Context: an optimization exercise on an open-source flow, tuned for small area, a short achievable clock period and few clock cycles per item. The choices shown serve that exercise and are no tape-out recipe. Function was checked by simulation only, so behaviour that the tests miss may differ from the original. Power figures rest on the tool's default switching activity, not on a simulated workload.

==> design.v <==
module msr_codec (
    input  wire       clk,
    input  wire       rst,
    input  wire       cmd_valid,
    output wire       cmd_ready,
    input  wire [1:0] cmd_op,       
    input  wire [1:0] cmd_track,    
    input  wire [7:0] cmd_len,      
    input  wire       in_valid,
    output wire       in_ready,
    input  wire [7:0] in_data,
    output wire       out_valid,
    input  wire       out_ready,
    output wire [7:0] out_data,
    output wire       rsp_valid,
    input  wire       rsp_ready,
    output wire [3:0] rsp_err,      
    output wire       rsp_flag,     
    output wire [7:0] rsp_index,    
    output wire [7:0] rsp_char,     
    output wire [7:0] lrc
);
    localparam OP_ENCODE = 2'd0;
    localparam OP_DECODE = 2'd1;
    localparam OP_REVERSE = 2'd2;
    localparam OP_LRCCHK = 2'd3;
    reg        busy;          
    reg        cmd_rdy;       
    reg        trk1;          
    reg        enc;           
    reg        pt;            
    reg        rev;           
    reg        lrcop;         
    reg        len1;          
    reg [7:0]  rem;           
    reg        rem1;          
    reg        remnz;         
    reg        in_rdy;
    reg        bad;
    reg [7:0]  bad_index;     
    reg [7:0]  bad_char;
    reg [3:0]  err_q;
    reg        flag_q;
    reg [5:0]  acc;           
    reg [7:0]  lrc_q;
    reg        rsp_v;
    reg        started;       
    reg [7:0]  wp;            
    reg [7:0]  rp;            
    reg        rd_all;        
    reg        ck_done;       
    reg [7:0]  hd;            
    reg        hv;            
    reg        ov;            
    reg        v1;            
    reg [7:0]  q0, q1;
    function [5:0] rev6(input [5:0] v);
        rev6 = {v[0], v[1], v[2], v[3], v[4], v[5]};
    endfunction
    function [3:0] rev4(input [3:0] v);
        rev4 = {v[0], v[1], v[2], v[3]};
    endfunction
    function [7:0] rev8(input [7:0] v);
        rev8 = {v[0], v[1], v[2], v[3], v[4], v[5], v[6], v[7]};
    endfunction
    function [7:0] unit_c(input t1, input [5:0] c);
        unit_c = t1 ? {1'b0, c[0], c[1], c[2], c[3], c[4], ~c[5], ^c[5:0]}
                    : {3'b000, c[0], c[1], c[2], c[3], ~^c[3:0]};
    endfunction
    wire in_fire  = in_valid && in_rdy;
    wire pop      = ov && out_ready;
    wire rsp_fire = rsp_v && rsp_ready;
    wire cmd_invalid = (cmd_op == OP_ENCODE && (cmd_track == 2'd0 || cmd_len == 8'd255)) ||
                       (cmd_op == OP_DECODE && cmd_track == 2'd0) ||
                       (cmd_op == OP_LRCCHK && (cmd_track == 2'd0 || cmd_len == 8'd0));
    wire [5:0] e_sym  = trk1 ? {~in_data[5], in_data[4:0]} : {2'b00, in_data[3:0]};
    wire       alpha  = trk1 ? (!in_data[7] && (in_data[6] ^ in_data[5])) : (in_data[7:4] == 4'h3);
    wire [5:0] d_sym  = trk1 ? rev6(in_data[6:1]) : {2'b00, rev4(in_data[4:1])};
    wire [7:0] d_char = trk1 ? {1'b0, d_sym[5], ~d_sym[5], d_sym[4:0]} : {4'h3, d_sym[3:0]};
    wire [7:0] i_conv = rev ? rev8(in_data) : d_char;
    wire wr      = in_fire && enc;
    wire in_done = !remnz;                       
    wire nopush  = lrcop || (!enc && !pt);       
    wire [4:0] e_best  = (cmd_len >= 8'd227) ? 5'd0 - cmd_len[4:0] : 5'd2 - cmd_len[4:0];
    wire [4:0] e_first = {e_best[4:3], 3'b000};
    wire h_alpha  = trk1 ? (!hd[7] && (hd[6] ^ hd[5])) : (hd[7:4] == 4'h3);
    wire pend_bad = hv && !h_alpha;              
    wire new_bad  = pend_bad && !bad;
    wire ok_so_far = !bad && !pend_bad;
    localparam NSLOT = 254;
    localparam NENT  = 4;         
    reg [5:0] ring [0:NSLOT-1];
    wire wz      = (wp[7:5] == 3'd0) && (wp[2:0] == 3'd0);
    wire h_wr    = hv && wz;                     
    wire [NENT-1:0] esel;
    genvar gi;
    generate
        for (gi = 0; gi < NSLOT; gi = gi + 1) begin : g_ring
            if (gi < 8 * NENT && gi % 8 == 0) begin : g_entry
                assign esel[gi / 8] = h_wr && enc && (wp[4:3] == gi / 8);
                always @(posedge clk)
                    ring[gi] <= esel[gi / 8] ? hd[5:0] : ring[(gi + NSLOT - 1) % NSLOT];
            end else begin : g_plain
                always @(posedge clk)
                    ring[gi] <= ring[gi - 1];
            end
        end
    endgenerate
    wire [5:0] pre [0:7];
    generate
        for (gi = 0; gi < 8; gi = gi + 1) begin : g_tap
            assign pre[gi] = ring[(gi < 7) ? 32 * gi + 30 : NSLOT - 2];
        end
    endgenerate
    wire [2:0] t_idx  = started ? rp[7:5] : 3'd0;
    wire [5:0] t_next = pre[t_idx];
    reg  [5:0] tq;                
    always @(posedge clk)
        tq <= t_next;
    wire       rp_tap = (rp[4:0] == 5'h1F) || (rp == 8'd253);
    wire [7:0] rp_inc = (rp == 8'd253) ? 8'd0 : rp + 8'd1;
    wire first_ok  = in_rdy && enc && rem1 && ok_so_far && (len1 || (started && rp_tap)) && !v1;
    wire first_try = in_valid && first_ok;       
    wire first     = first_try && alpha;
    wire rd_last  = (rp == wp);
    wire rd_go    = enc && in_done && ok_so_far && !rd_all;
    wire rd       = rd_go && rp_tap && !v1 && !(hv && rd_last);
    wire ck       = enc && in_done && ok_so_far && rd_all && !ck_done && !v1;
    wire [7:0] u_tap = unit_c(trk1, tq);
    wire [7:0] u_in  = unit_c(trk1, in_data[5:0]);
    wire [7:0] u_acc = trk1 ? {1'b0, rev6(acc), ~^acc}
                            : {3'b000, rev4(acc[3:0]), ~^acc[3:0]};
    wire       pt_push = in_fire && pt && !(lrcop && rem1);
    wire       push    = pt_push || first || rd || ck;
    wire [7:0] pdata   = !enc    ? i_conv :
                         in_done ? (!rd_all ? u_tap : u_acc) :
                                   (len1 ? u_in : u_tap);
    wire v1_n = !pop && (v1 || (ov && push));
    wire ov_n = v1 || push || (ov && !pop);
    wire qe_n = !v1 && (!ov || out_ready);      
    always @(posedge clk) begin
        if (rst)
            q0 <= 8'd0;
        else if (pop)
            q0 <= v1 ? q1 : pdata;
        else if (!ov)
            q0 <= pdata;
        if (!v1)
            q1 <= pdata;
    end
    wire [7:0] wp_inc = (wp == 8'd253) ? 8'd0 : wp + 8'd1;
    wire wz_inc  = (wp_inc[7:5] == 3'd0) && (wp_inc[2:0] == 3'd0);
    wire wz_n    = (started && !h_wr) ? wz_inc : wz;
    wire bad_n   = bad || new_bad;
    wire hv_keep = hv && !h_wr && !bad;
    wire room_f  = enc ? (wz_n || bad_n) : (pt ? (pop || (!v1 && !ov)) : 1'b1);
    wire room_nf = enc ? (!hv_keep || wz_n || bad_n) : (pt ? (pop || !v1) : 1'b1);
    wire rdy_n   = in_fire ? (!rem1 && room_f) : (remnz && room_nf);
    wire fin     = in_done && (!enc || bad || ck_done);
    wire rsp_set = (fin && qe_n) || (in_fire && rem1 && nopush && qe_n);
    always @(posedge clk) begin
        if (rst) begin
            busy    <= 1'b0;
            cmd_rdy <= 1'b1;
            in_rdy  <= 1'b0;
            rsp_v   <= 1'b0;
            ov      <= 1'b0;
            v1      <= 1'b0;
            lrc_q   <= 8'd0;
            err_q   <= 4'd0;
        end else begin
            if (!busy)
                err_q <= cmd_invalid ? 4'd8 : 4'd0;
            else if (new_bad)
                err_q <= 4'd5;
            ov <= ov_n;
            v1 <= v1_n;
            if (!busy) begin
                busy    <= cmd_valid;
                cmd_rdy <= !cmd_valid;
                in_rdy  <= cmd_valid && (cmd_len != 8'd0);
                rsp_v   <= cmd_valid && (cmd_len == 8'd0) && (cmd_op != OP_ENCODE || cmd_invalid);
            end else begin
                in_rdy <= rdy_n;
                if (rsp_fire) begin
                    busy    <= 1'b0;
                    cmd_rdy <= 1'b1;
                    rsp_v   <= 1'b0;
                end else if (rsp_set)
                    rsp_v <= 1'b1;
            end
            if (in_fire && lrcop && rem1)
                lrc_q <= {1'b1, acc == d_sym, acc};
            if (ck)
                lrc_q <= {2'b10, acc};
        end
    end
    always @(posedge clk) begin
        if (rst) begin
            enc       <= 1'b0;
            pt        <= 1'b0;
        end else if (!busy) begin
            enc       <= (cmd_op == OP_ENCODE) && !cmd_invalid;
            pt        <= (cmd_op != OP_ENCODE) && !cmd_invalid;
        end
        if (!busy) begin
            trk1      <= (cmd_track == 2'd1);
            rev       <= (cmd_op == OP_REVERSE);
            lrcop     <= (cmd_op == OP_LRCCHK) && !cmd_invalid;
            len1      <= (cmd_len == 8'd1);
            bad       <= 1'b0;
            bad_index <= 8'd0;
            bad_char  <= 8'd0;
            flag_q    <= 1'b0;
            acc       <= 6'd0;
            started   <= 1'b0;
            wp        <= {3'd0, e_first};
            rd_all    <= (cmd_len == 8'd0);
            ck_done   <= 1'b0;
        end else begin
            if (h_wr)
                started <= 1'b1;
            if (started && !h_wr)
                wp <= wp_inc;
            if ((first && len1) || (rd && rd_last))
                rd_all <= 1'b1;
            if (wr)
                acc <= acc ^ e_sym;
            else if (in_fire && lrcop && !rem1)
                acc <= acc ^ d_sym;
            if (new_bad) begin
                bad      <= 1'b1;
                bad_char <= hd;
            end
            if (h_wr && !bad && h_alpha)
                bad_index <= bad_index + 8'd1;
            else if (enc && in_done && !hv && !bad)
                bad_index <= 8'd0;
            if (in_fire && lrcop && rem1)
                flag_q <= (acc == d_sym);
            if (ck)
                ck_done <= 1'b1;
        end
    end
    always @(posedge clk) begin
        if (rst) begin
            rem   <= 8'd0;
            rem1  <= 1'b0;
            remnz <= 1'b0;
        end else if (!busy) begin
            rem   <= cmd_len;
            rem1  <= (cmd_len == 8'd1);
            remnz <= (cmd_len != 8'd0);
        end else if (in_fire) begin
            rem   <= rem - 8'd1;
            rem1  <= (rem == 8'd2);
            remnz <= !rem1;
        end
    end
    always @(posedge clk) begin
        if (rst || !busy)
            hv <= 1'b0;
        else
            hv <= wr || (hv && !h_wr && !bad);
        if (wr)
            hd <= in_data;
    end
    always @(posedge clk) begin
        if (busy && h_wr && !started)
            rp <= {3'd0, wp[4:0]};
        else if (!(rd || first_try))
            rp <= rp_inc;
    end
    assign cmd_ready = cmd_rdy;
    assign in_ready  = in_rdy;
    assign out_valid = ov;
    assign out_data  = q0;
    assign rsp_valid = rsp_v;
    assign rsp_err   = err_q;
    assign rsp_flag  = flag_q;
    assign rsp_index = bad_index;
    assign rsp_char  = bad_char;
    assign lrc       = lrc_q;
endmodule
==> flow/run.sh <==
#!/bin/bash
set -euo pipefail
bash standard.sh SETUP_SLACK_MARGIN=7 \
  "CTS_ARGS=-sink_clustering_enable -repair_clock_nets -sink_clustering_size 26 -sink_clustering_max_diameter 100 -dont_use_dummy_load" \
  finish > orfs_make.log 2>&1
==> standard.sh <==
#!/bin/bash
# synth_recipe.tcl (not shown) runs the flow's synth.tcl, then flattens the netlist and writes it again
# the make line also repeats each setting of config.mk as NAME=value (left out here)
make -C /OpenROAD-flow-scripts/flow DESIGN_CONFIG=/design/flow/config.mk WORK_HOME=/design/flow/orfs CLKGATE_MAP_FILE= SYNTH_SCRIPT=/design/flow/synth_recipe.tcl "${@:-finish}"
==> config.mk <==
export PLATFORM = sky130hd
export DESIGN_NAME = msr_codec
export DESIGN_NICKNAME = msr_codec
export VERILOG_FILES = /design/flow/design.v
export SDC_FILE = /design/flow/constraint.sdc
export NUM_CORES = 4
export LEC_CHECK = 0
export ABC_AREA = 1
export CAP_MARGIN = 20
export CORE_MARGIN = 2
export CORE_UTILIZATION = 40
export PLACE_DENSITY = 0.6
export SLEW_MARGIN = 20
==> constraint.sdc <==
create_clock -name core_clock -period 10.0 [get_ports {clk}]
set_input_delay 2.0000 -clock core_clock [delete_from_list [all_inputs] [get_ports {clk}]]
set_output_delay 2.0000 -clock core_clock [all_outputs]
set_load 0.01 [all_outputs]
==> reports/qor.yml, run 1 <==
status:
  status: "complete, no violations"
clock_network:
  clk_path_buf_depth: 3
  clk_pin_slew_worst_paths_ps: 100
  cts_max_level: 3
  cts_buffers: 74
  cts_root_buf: "clkbuf_16"
  cts.sinks: 1630
  cts_tree: "yes"
  clkLatencyLatePin_ps: 640
  holdBufCountCts: 0
finish:
  multiInputGateArea_sq_um: 3722
  area_growth_pct: 11.58
  postLayoutCoreUtil: 0.4505
  fillerInstances: 8073
  nNetsFinal: 2641
  drive_gt1_frac: 0.09839
  ff_latch_area_sq_um: 32910
placement:
  gp_congestion: 0.8429
  dp_hpwl_um: 34300
  place_ws_ps: 5800
  portBuffers: 65
synth:
  yosys.area.top_type: "dfxtp_1"
  netlist_instances: 2469
  syn_avg_cell_area_sq_um: 15.01
  syn_area_sq_um: 37070
  synth_cell_types: 53
  synth_area_leaders: "dfxtp_1, nand2_1, edfxtp_1, inv_1, o21ai_0"
  ys_warn_count: 2
  synth_top_area_frac: 0.8696
  synth_nets: 2506
  ys_seq_elements: 1630
  ys_seq_area_frac: 0.8858
routing:
  vias_per_cell: 4.178
  vias: 16070
  totalWireLength_um: 55290
  drc: 0
  first_pass_iters: 6
  wl_per_cell_um: 14.37
  ant_nets: 0
  drt-initial-drc-count: 1031
power_and_ir_drop:
  total_leakage_power_nw: 16.27
  ir_drop_mv: 0.1367
  power_density_nw_per_um2: 239.6
  finalPower_mw: 9.909
worst_hold_path:
  worstHoldPathCells: 0
  hold_class: "flip-flop to flip-flop"
floorplanning:
  core_area_sq_um: 91800
  die_w_um: 308.4
  die_area_sq_um: 95110
  start_util: 0.4038
  io_pins: 67
  die_y_um: 308.4
  num_rows: 111
critical_path:
  start_kind: "flip-flop"
  critPathCaptureType: "output pin"
  r2r_cells: 8
  cp.depth: 1
  slowest_stage: "dfxtp_4"
  worstPathArrival_ps: 1140
  path_class: "flip-flop to output pin"
  cp_num_buf_inv: 1
  slowest_delay_ps: 380
  critPathMaxFanout: 3
  crit_required_ps: 8000
  crit_chain: "buf_6"
  path_delay_family: "flip-flops"
timing:
  finalHoldViolCount: 0
  rsz0062_at_grt: "yes"
  finClkSkew_ps: 51.44
  fmax_mhz: 318.6
  max-slew-margin-rel: 0.2632
  period_share: 0.3138
  final-setup-viol-count: 0
  worst_slew_pin_slew_ps: 1105
  setup_ws_ps: 6862
  timing.hold.ws_ps: 280.6
  fin_tns_setup_ps: 0
  min_period_ps: 3138
  final_max_slew_viol_count: 0
grt:
  grt_usage: 0.1169
  overflow: 0
  grt_pass1_vias: 15900
  antenna_found_initial: 1
  grt_start_max_net_pins: 39
  grt_pass1_wl_um: 87520
run:
  maxCapViolations: 0
==> final cells by class <==
type                            count  area share
Timing Repair Buffer               89     0.02006
Tap cell                         1243     0.03761
Antenna cell                        2   0.0001210
Clock buffer                       74     0.04478
Sequential cell                  1630      0.7956
Multi-Input combinational cell    679     0.09000
Inverter                          130     0.01180
==> synthesized netlist by cell type (all sizes together) <==
| cell | n |
|---|---|
| and2 | 1 |
| o22ai | 18 |
| a211oi | 2 |
| a32o | 2 |
| a31oi | 15 |
| nand3 | 66 |
| o41ai | 1 |
| buf | 20 |
| o311ai | 3 |
| ha | 11 |
| dfxtp | 1610 |
| a21oi | 62 |
| nor4 | 3 |
| xor2 | 14 |
| a22oi | 12 |
| clkinv | 3 |
| conb | 1 |
| and3 | 2 |
| xnor2 | 7 |
| o31ai | 1 |
| nand2 | 242 |
| o2111ai | 2 |
| o21ai | 81 |
| or2 | 2 |
| inv | 127 |
| o211ai | 14 |
| a221oi | 1 |
| nor2 | 71 |
| a21boi | 1 |
| nand3b | 4 |
| edfxtp | 20 |
| o2111a | 6 |
| clkbuf | 10 |
| nor3b | 1 |
| o21a | 1 |
| nor3 | 19 |
| nand4 | 13 |
==> cells by family (layout without fill, tap and decap cells) <==
kind of cell,Yosys count,after routing,synth area share
buffers and inverters,160,293,0.01782
AOI/OAI and AO/OA,222,222,0.03619
xor gates and xnor gates,21,21,0.004962
and+or+nand+nor,424,424,0.05144
other,1,3,0.0001012
DFF,1630,1630,0.8858
adders and majority gates,11,11,0.003713
==> final timing paths <==
path	start	endpoint	slack (ps)
max	err_q[2]	rsp_err[0]	6860
min	ring[110][5]	ring[111][5]	280
max reg2reg	trk1	rd_all	7320
min reg2reg	ring[110][5]	ring[111][5]	280
==> power breakdown <==
group	switching, mW	leakage [nW]	internal, mW
clock network	1.78	0.912	1.33
logic	0.136	2.17	0.0851
registers	0.0489	13.2	6.53
==> repair_timing <==
item	in CTS	in global routing
buffers inserted	14	8
pin swaps	4	3
gates resized for setup	283	26
endpoints found under the setup margin	93	53
==> routing by layer <==
metal  track usage  up-vias  part of all wire
met5             0        -                 0
met3       0.02536      101             0.040
met4       0.03925        0             0.028
met1        0.1683     7695              0.51
met2        0.1741      233              0.42
li1              -     8044                 -
==> flip-flops by register name, indices dropped and copies added (netlist names), 2 cells and up <==
name	flops
ring	1524
rp	8
acc	6
q0	8
bad_char	8
tq	6
bad_index	8
lrc_q	8
err_q	2
q1	8
rem	8
wp	8
hd	8
==> worst reg2reg max path: stages, from the launching register on <==
cell	delay [ps]
edfxtp_1	1080
a21oi_1	190
nor2_4	210
nor2_4	100
nor2_4	130
nand2_4	90
nor3_4	230
nand3b_1	150
o211ai_1	220
==> through the flow <==
stage | cell area [sq um] | instances
2_1_floorplan | 37130 | 2469
3_3_place_gp | 39180 | 3749
3_5_place_dp | 39180 | 3749
4_1_cts | 41300 | 3837
5_1_grt | 41350 | 3846
6_report | 41360 | 3847
==> cell usage in the layout (no fill, tap or decap), types with 20 or more instances in the layout <==
cell type and instances:
o21ai_0 64, nand2_1 234, nor2_1 52, clkbuf_16 74, buf_4 24, a21oi_1 56, dfxtp_2 29, edfxtp_1 20
nand3_1 62, buf_6 40, inv_1 116, dfxtp_1 1571
Testbench counts, summed over its fixed seeds: cycles 25,597, ops 192.
==> run 2, diff against run 1 <==
==> run.sh (new file) <==
#!/bin/bash
# synth_recipe.tcl (not shown) runs the flow's synth.tcl, then flattens the netlist and writes it again
# the make line also repeats each setting of config.mk as NAME=value (left out here)
make -C /OpenROAD-flow-scripts/flow DESIGN_CONFIG=/design/flow/config.mk WORK_HOME=/design/flow/orfs CLKGATE_MAP_FILE= SYNTH_SCRIPT=/design/flow/synth_recipe.tcl finish
--- a/config.mk
+++ b/config.mk
@@ -10,4 +10,7 @@
 export CORE_MARGIN = 2
 export CORE_UTILIZATION = 40
+export CTS_CLUSTER_DIAMETER = 100
+export CTS_CLUSTER_SIZE = 26
 export PLACE_DENSITY = 0.6
+export SETUP_SLACK_MARGIN = 5
 export SLEW_MARGIN = 20
removed: flow/run.sh
removed: standard.sh
==> run 2 against run 1 <==
Still clean on timing, DRC and antenna. Via count hardly changed. Synthesized cell count stayed put. Critical path depth is the same. Final cell count down 0.10%. Clock power rose by 3%. Maximum frequency down 17%. Utilization decreased by 0.24 points. Sequential share of layout area is 0.25 points higher. Largest power group unchanged.
==> reports/qor.yml, run 2 <==
critical_path:
  critPathCaptureType: "output pin"  # unchanged
  crit_required_ps: 8000  # about the same
  start_kind: "flip-flop"  # unchanged
  critPathMaxFanout: 5  # was 3
  cp_num_buf_inv: 1  # unchanged
  path_class: "flip-flop to output pin"  # unchanged
  cp.depth: 1  # unchanged
  reg2reg_from: "enc"  # was trk1
  slowest_delay_ps: 600  # was 380 ps
  path_delay_family: "buffers and inverters"  # was flip-flops
  reg2reg_slack_ps: 7410  # was 7320 ps
  crit_chain: "clkdlybuf4s50_1"  # was buf_6
  worstPathArrival_ps: 1790  # was 1140 ps
  r2r_cells: 7  # was 8
  r2r-end: "acc[3]"  # was rd_all
  slowest_stage: "clkdlybuf4s50_1"  # was dfxtp_4
routing:
  totalWireLength_um: 54730  # was 55,290 um
  drc: 0  # unchanged
  wl_per_cell_um: 14.24  # was 14.37 um
  first_pass_iters: 5  # was 6
  vias: 16080  # was 16,070
  ant_nets: 0  # unchanged
  drt-initial-drc-count: 1087  # was 1,031
  vias_per_cell: 4.183  # was 4.178
clock_network:
  holdBufCountCts: 0  # unchanged
  cts.sinks: 1630  # unchanged
  cts-resized-gates: 0  # was 283
  clkLatencyLatePin_ps: 660  # was 640 ps
  clk_path_buf_depth: 3  # unchanged
  clk_pin_slew_worst_paths_ps: 110  # was 100 ps
  cts_root_buf: "clkbuf_16"  # unchanged
  cts_tree: "yes"  # unchanged
  cts_max_level: 3  # unchanged
  cts_buffers: 73  # was 74
  cts_setup_buffers: 0  # was 14
timing:
  finClkSkew_ps: 34.46  # was 51.44 ps
  final_max_slew_viol_count: 0  # unchanged
  fmax_mhz: 263.6  # was 318.6 MHz
  min_period_ps: 3793  # was 3138 ps
  period_share: 0.3793  # was 0.3138
  finalHoldViolCount: 0  # unchanged
  max-slew-margin-rel: 0.3614  # was 0.2632
  fin_tns_setup_ps: 0  # unchanged
  worst_slew_pin_slew_ps: 954.9  # was 1105 ps
  rsz0062_at_grt: "no"  # was yes
  setup_ws_ps: 6207  # was 6862 ps
  final-setup-viol-count: 0  # unchanged
placement:
  gp_congestion: 0.8269  # was 0.8429
  place_area_sq_um: 39120  # was 39,180 sq um
  dp_hpwl_um: 33850  # was 34,300 um
  place_ws_ps: 5697  # was 5800 ps
  portBuffers: 65  # unchanged
synth:
  synth_area_leaders: "dfxtp_1, nand2_1, edfxtp_1, inv_1, o21ai_0"  # unchanged
  synth.most_common_cell: "dfxtp_1"  # unchanged
  synth_top_area_frac: 0.8696  # unchanged
  netlist_instances: 2469  # unchanged
  synth_nets: 2506  # unchanged
  ys_seq_area_frac: 0.8858  # unchanged
  ys_seq_elements: 1630  # unchanged
  yosys.area.top_type: "dfxtp_1"  # unchanged
  syn_area_sq_um: 37070  # unchanged
  syn_avg_cell_area_sq_um: 15.01  # unchanged
  netlist_top_cells_count: "dfxtp_1, nand2_1, inv_1"  # unchanged
  synth_cell_types: 53  # unchanged
  synth_edf_count: 20  # unchanged
  ys_warn_count: 2  # unchanged
  ys.flop_type: "dfxtp_1"  # unchanged
  async_flop_share: 0  # unchanged
finish:
  multiInputGateArea_sq_um: 3576  # was 3722 sq um
  regMostFlops: "ring"  # unchanged
  final_cell_area_sq_um: 41130  # was 41,360 sq um
  area_growth_pct: 10.98  # was 11.58%
  ff_latch_area_sq_um: 32830  # was 32,910 sq um
  fillerInstances: 7981  # was 8,073
  postLayoutCoreUtil: 0.4481  # was 0.4505
  nNetsFinal: 2619  # was 2,641
  largest_reg_flops: 1524  # unchanged
  layout_commonest_cell: "dfxtp_1"  # unchanged
  final_cell_mix: "dfxtp_1, nand2_1, inv_1"  # unchanged
  drive_gt1_frac: 0.05121  # was 0.09839
power_and_ir_drop:
  ir_drop_mv: 0.1356  # was 0.1367 mV
  seqPwrFrac: 0.658  # was 0.664
  pwr-share-clk: 0.320  # was 0.313
  switching_power_mw: 2.009  # was 1.960 mW
  share_comb_of_total_power: 0.022  # about the same
  power_density_nw_per_um2: 243.1  # was 239.6 nW/um^2
  total_leakage_power_nw: 16.05  # was 16.27 nW
  intPower_mw: 7.991  # was 7.949 mW
  finalPower_mw: 10.00  # was 9.909 mW
  swShare: 0.2009  # was 0.1978
floorplanning:
  start_util: 0.4038  # unchanged
  die_area_sq_um: 95110  # unchanged
  io_pins: 67  # unchanged
  num_rows: 111  # unchanged
  die_w_um: 308.4  # unchanged
  core_area_sq_um: 91800  # unchanged
  die_y_um: 308.4  # unchanged
grt:
  grt_usage: 0.1173  # was 0.1169
  grt_pass1_wl_um: 88550  # was 87,520 um
  grt_pass1_vias: 16120  # was 15,900
  grt_start_max_net_pins: 39  # unchanged
  overflow: 0  # unchanged
  antenna_found_initial: 3  # was 1
status:
  status: "complete, no violations"  # unchanged
worst_hold_path:
  worstHoldEndpoint: "ring[53][0]"  # was ring[111][5]
  hold_class: "flip-flop to flip-flop"  # unchanged
  min_from: "ring[52][0]"  # was ring[110][5]
  worstHoldPathCells: 0  # unchanged
run:
  maxCapViolations: 0  # unchanged
[run 2: power groups by stage]
stage	Combinational [mW]	Sequential, mW	Clock [mW]
after floorplan	0.153	6.71	0
after global placement	0.209	6.73	0
after detailed placement	0.210	6.74	0
after CTS	0.211	6.58	3.33
after global routing	0.240	6.59	3.56
final	0.215	6.58	3.20
[run 2: cell type report]
type,instances,share of cell area
Tap cell,1243,0.03781
Timing Repair Buffer,68,0.01655
Multi-Input combinational cell,679,0.08693
Inverter,130,0.01186
Sequential cell,1630,0.7981
Clock inverter,9,0.002616
Antenna cell,3,0.0001825
Clock buffer,81,0.04590
[run 2: how the worst max path moves through the flow]
stage,slack [ps],from,to
2_1_floorplan,6630,cmd_len[2],wp[4]
3_3_place_gp,5730,in_valid,acc[5]
3_5_place_dp,5700,in_valid,acc[2]
4_1_cts,6150,ov,out_valid
5_1_grt,6130,ov,out_valid
6_report,6210,ov,out_valid
[run 2: per-stage QoR]
stage | hold WS (ps) | instances
5_1_grt | 324.7 | 3842
3_3_place_gp | 309.9 | 3749
3_5_place_dp | 312.1 | 3749
2_1_floorplan | 309.6 | 2469
4_1_cts | 317.6 | 3839
6_report | 311.3 | 3843
[run 2: kinds of logic (layout without fill, tap and decap cells)]
family                   Yosys count  after routing  synth area share
XOR/XNOR                          21             21          0.004962
other                              1              4         0.0001012
adder cells (fa/ha/maj)           11             11          0.003713
AND/OR/NAND/NOR                  424            424           0.05144
buffers and inverters            160            288           0.01782
AO/OA/AOI/OAI                    222            222           0.03619
flip-flops                      1630           1630            0.8858
[run 2: layer usage]
layer	track usage	vias up	wire [um]
met5	0	-	0
met4	0.04368	0	1723
met3	0.02185	119	1859
met2	0.1715	276	22770
met1	0.1723	7652	28380
li1	-	8030	-
==> run 3, diff against run 2 <==
--- a/design.v
+++ b/design.v
@@ -107,15 +107,11 @@
         end
     endgenerate
-    wire [5:0] pre [0:7];
+    wire [5:0] taps [0:7];
     generate
         for (gi = 0; gi < 8; gi = gi + 1) begin : g_tap
-            assign pre[gi] = ring[(gi < 7) ? 32 * gi + 30 : NSLOT - 2];
+            assign taps[gi] = ring[(gi < 7) ? 32 * gi + 31 : NSLOT - 1];
         end
     endgenerate
-    wire [2:0] t_idx  = started ? rp[7:5] : 3'd0;
-    wire [5:0] t_next = pre[t_idx];
-    reg  [5:0] tq;                
-    always @(posedge clk)
-        tq <= t_next;
+    wire [5:0] tq     = taps[rp[7:5]];    
     wire       rp_tap = (rp[4:0] == 5'h1F) || (rp == 8'd253);
     wire [7:0] rp_inc = (rp == 8'd253) ? 8'd0 : rp + 8'd1;
==> flow/run.sh (new file) <==
#!/bin/bash
set -euo pipefail
bash standard.sh SETUP_SLACK_MARGIN=7 \
  "CTS_ARGS=-sink_clustering_enable -repair_clock_nets -sink_clustering_size 26 -sink_clustering_max_diameter 100 -dont_use_dummy_load" \
  finish > orfs_make.log 2>&1
==> standard.sh (new file) <==
#!/bin/bash
# synth_recipe.tcl (not shown) runs the flow's synth.tcl, then flattens the netlist and writes it again
# the make line also repeats each setting of config.mk as NAME=value (left out here)
make -C /OpenROAD-flow-scripts/flow DESIGN_CONFIG=/design/flow/config.mk WORK_HOME=/design/flow/orfs CLKGATE_MAP_FILE= SYNTH_SCRIPT=/design/flow/synth_recipe.tcl "${@:-finish}"
--- a/config.mk
+++ b/config.mk
@@ -10,7 +10,4 @@
 export CORE_MARGIN = 2
 export CORE_UTILIZATION = 40
-export CTS_CLUSTER_DIAMETER = 100
-export CTS_CLUSTER_SIZE = 26
 export PLACE_DENSITY = 0.6
-export SETUP_SLACK_MARGIN = 5
 export SLEW_MARGIN = 20
removed: run.sh
==> run 3 against run 2 <==
Highest routed layer unchanged. Die area is 0.73% lower. Clock power is 3% lower. Sequential cell count is 6 lower. Still clean on timing, DRC and antenna. Utilization is 0.14 points higher. Worst setup slack better by 660 ps. Largest cell class unchanged. Combinational power is about 80% higher. Hold slack worse by 18 ps. Clock-buffer cell count is 8 lower.
==> reports/qor.yml, run 3 <==
status:
  status: "complete, no violations"  # unchanged
synth:
  synthXorXnorAreaFrac: 0.005714  # was 0.004962
  ys_warn_count: 2  # unchanged
  synth_top_family_by_area: "simple AND/OR/NAND/NOR gates"  # unchanged
  synth_area_leaders: "dfxtp_1, nand2_1, edfxtp_1, o21ai_0, inv_1"  # was dfxtp_1, nand2_1, edfxtp_1, inv_1, o21ai_0
  async_flop_share: 0  # unchanged
  netlist_top_cells_count: "dfxtp_1, nand2_1, inv_1"  # unchanged
  synth_nets: 2494  # was 2,506
  ys.flop_type: "dfxtp_1"  # unchanged
  syn_avg_cell_area_sq_um: 14.97  # was 15.01 sq um
  synth.most_common_cell: "dfxtp_1"  # unchanged
  synth-simple-area-share: 0.04959  # was 0.05144
  muxShareOfSynthArea: 0  # unchanged
  yosys.area.top_type: "dfxtp_1"  # unchanged
  synth_compound_area_frac: 0.03527  # was 0.03619
  synth_fa_ha_area_frac: 0.003741  # was 0.003713
  ys_seq_elements: 1624  # was 1,630
  syn_area_sq_um: 36790  # was 37,070 sq um
  netlist_instances: 2457  # was 2,469
  synth_cell_types: 50  # was 53
  synth_edf_count: 20  # unchanged
  synth_top_area_frac: 0.8728  # was 0.8696
  ys_seq_area_frac: 0.8892  # was 0.8858
critical_path:
  critPathCaptureType: "output pin"  # unchanged
  start_kind: "flip-flop"  # unchanged
  slowest_delay_ps: 380  # was 600 ps
  path_class: "flip-flop to output pin"  # unchanged
  crit_required_ps: 8000  # about the same
  worstPathArrival_ps: 1130  # was 1790 ps
  critPathMaxFanout: 2  # was 5
  crit_chain: "buf_6"  # was clkdlybuf4s50_1
  path_delay_family: "flip-flops"  # was buffers and inverters
  slowest_stage: "dfxtp_2"  # was clkdlybuf4s50_1
  cp_num_buf_inv: 1  # unchanged
clock_network:
  cts_tree: "yes"  # unchanged
  clk_pin_slew_worst_paths_ps: 90  # was 110 ps
  clk_path_buf_depth: 3  # unchanged
  cts_buffers: 73  # unchanged
  clkLatencyLatePin_ps: 640  # was 660 ps
  cts_max_level: 3  # unchanged
  holdBufCountCts: 0  # unchanged
  cts_root_buf: "clkbuf_16"  # unchanged
  cts.sinks: 1624  # was 1,630
finish:
  drive_gt1_frac: 0.09680  # was 0.05121
  final_cell_mix: "dfxtp_1, nand2_1, inv_1"  # unchanged
  largest_reg_flops: 1524  # unchanged
  layout_commonest_cell: "dfxtp_1"  # unchanged
  regMostFlops: "ring"  # unchanged
  nNetsFinal: 2632  # was 2,619
  area_growth_pct: 11.66  # was 10.98%
  fillerInstances: 8014  # was 7,981
routing:
  vias: 16160  # was 16,080
  totalWireLength_um: 55990  # was 54,730 um
  top_layer: "met4"  # unchanged
  wl_met1_um: 28150  # was 28,380 um
  wl_met2_um: 23840  # was 22,770 um
  first_pass_iters: 5  # unchanged
  vias_per_cell: 4.273  # was 4.183
  wl_met3_um: 2619  # was 1859 um
  drt-initial-drc-count: 1026  # was 1,087
  ant_nets: 0  # unchanged
  drc: 0  # unchanged
  wl_per_cell_um: 14.81  # was 14.24 um
grt:
  overflow: 0  # unchanged
  grt_start_max_net_pins: 28  # was 39
  antenna_found_initial: 1  # was 3
  grt_pass1_wl_um: 88680  # was 88,550 um
  grt_usage: 0.1184  # was 0.1173
  grt_pass1_vias: 16070  # was 16,120
timing:
  fmax_mhz: 319.4  # was 263.6 MHz
  max-slew-margin-rel: 0.5858  # was 0.3614
  fin_tns_setup_ps: 0  # unchanged
  worst_slew_pin_slew_ps: 620.6  # was 954.9 ps
  min_period_ps: 3131  # was 3793 ps
  finalHoldViolCount: 0  # unchanged
  finClkSkew_ps: 71.82  # was 34.46 ps
  timing.hold.ws_ps: 293.4  # was 311.3 ps
  final-setup-viol-count: 0  # unchanged
  final_max_slew_viol_count: 0  # unchanged
  rsz0062_at_grt: "yes"  # was no
  period_share: 0.3131  # was 0.3793
floorplanning:
  num_rows: 111  # unchanged
  die_area_sq_um: 94410  # was 95,110 sq um
  core_area_sq_um: 91390  # was 91,800 sq um
  die_w_um: 307.3  # was 308.4 um
  die_y_um: 307.3  # was 308.4 um
  io_pins: 67  # unchanged
  start_util: 0.4026  # was 0.4038
run:
  maxCapViolations: 0  # unchanged
power_and_ir_drop:
  finalPower_mw: 10.03  # was 10.00 mW
  total_leakage_power_nw: 16.28  # was 16.05 nW
  power_density_nw_per_um2: 244.1  # was 243.1 nW/um^2
  ir_drop_mv: 0.1514  # was 0.1356 mV
worst_hold_path:
  hold_class: "flip-flop to flip-flop"  # unchanged
placement:
  dp_hpwl_um: 34650  # was 33,850 um
  gp_congestion: 0.8281  # was 0.8269
  portBuffers: 65  # unchanged
==> run 3: cell count changes after synthesis, moves of 6 or more <==
cell      change
clkbuf_1     +13
nand2_1      -18
nand4_1      +18
o21ai_0      +33
a22oi_1       -9
o2111a_1      -6
buf_2         -6
inv_1        -12
a21oi_1       +9
nor2_1       +17
dfxtp_1       -6
nand3_1      -17
==> run 3: cells by family (layout without fill, tap and decap cells) <==
family / count (synthesis) / after routing
other: 1 / 3
AND/OR/NAND/NOR: 417 / 417
buffers and inverters: 149 / 285
AO/OA/AOI/OAI: 231 / 231
XOR/XNOR: 24 / 24
adder cells (fa/ha/maj): 11 / 11
flip-flops: 1624 / 1624
==> run 3: metal layers <==
metal,vias to the layer above,global-route usage
met4,0,0.03585
li1,8022,-
met5,-,0
met1,7701,0.1725
met2,340,0.1782
met3,93,0.02305
==> run 3: final cells by class <==
type / count / area, sq um / share of cell area
Multi-Input combinational cell: 684 / 3591 / 0.08742
Clock buffer: 73 / 1827 / 0.04447
Timing Repair Buffer: 99 / 955.9 / 0.02327
Tap cell: 1186 / 1484 / 0.03612
Sequential cell: 1624 / 32780 / 0.7979
Inverter: 113 / 437.9 / 0.01066
Antenna cell: 2 / 5.005 / 0.0001218
==> run 3: repair_timing <==
| item | in CTS | in global routing |
|---|---|---|
| endpoints found under the setup margin | 72 | 78 |
| pin swaps | 7 | 6 |
| resized for setup | 290 | 31 |
| buffers inserted | 16 | 11 |
==> run 3: per-stage QoR <==
step           cell area, sq um  instances  utilization  setup slack, ps
2_1_floorplan             36840       2457            -             6712
3_3_place_gp              38840       3679       0.4251             5860
3_5_place_dp              38840       3679       0.4251             5933
4_1_cts                   40930       3768       0.4479             6834
5_1_grt                   41070       3779       0.4495             6817
6_report                  41080       3781       0.4495             6869
==> run 3: worst paths after layout <==
check,startpoint,endpoint,slack [ps],depth (start not counted)
worst max register to register,rp[6],q0[1],7110,13
worst max-delay path,q0[5],out_data[5],6870,1
worst min-delay path,ring[61][1],ring[62][1],290,0
worst min register to register,ring[61][1],ring[62][1],290,0
==> run 3: power by group <==
| part | switching, mW | internal, mW | leakage (nW) |
|---|---|---|---|
| combinational | 0.263 | 0.124 | 2.24 |
| sequential | 0.0404 | 6.51 | 13.1 |
| clock | 1.78 | 1.31 | 0.900 |
| total | 2.08 | 7.95 | 16.3 |
Testbench counts of run 3, summed over its fixed seeds: cycles 25,597, ops 192.

-- static timing again, ports no longer ideal --
In the flow no input, the clock included, has a driving cell. The finished layouts below were timed again as built, in two steps.
Step 1 (the two cells are an assumption about what drives the block):
set clk [get_ports {clk}]
set_driving_cell -lib_cell sky130_fd_sc_hd__clkbuf_16 $clk
set_driving_cell -lib_cell sky130_fd_sc_hd__buf_2 [delete_from_list [all_inputs] $clk]
Step 2 moves the port delays by t, midway between the first and last clock arrival at a register: inputs arrive t later, outputs are due t later. That takes back most of the time a late clock gives input paths.
Three values: ideal, step 1, step 2; two values: the first two.
run	t (ns)	setup WS [ns]	worst setup path at the end	clock arrival spread, ns
run 1	0.667	6.862 / 6.803 / 6.418	input to register	0.065 / 0.065
run 2	0.708	6.207 / 6.138 / 5.662	input to register	0.042 / 0.042
run 3	0.675	6.869 / 6.802 / 6.407	input to register	0.073 / 0.072
After both steps every run listed still meets setup and hold. For run 2, which loses most, drivers alone change the setup slack by -0.069 ns; drivers and shift together by -0.545 ns.
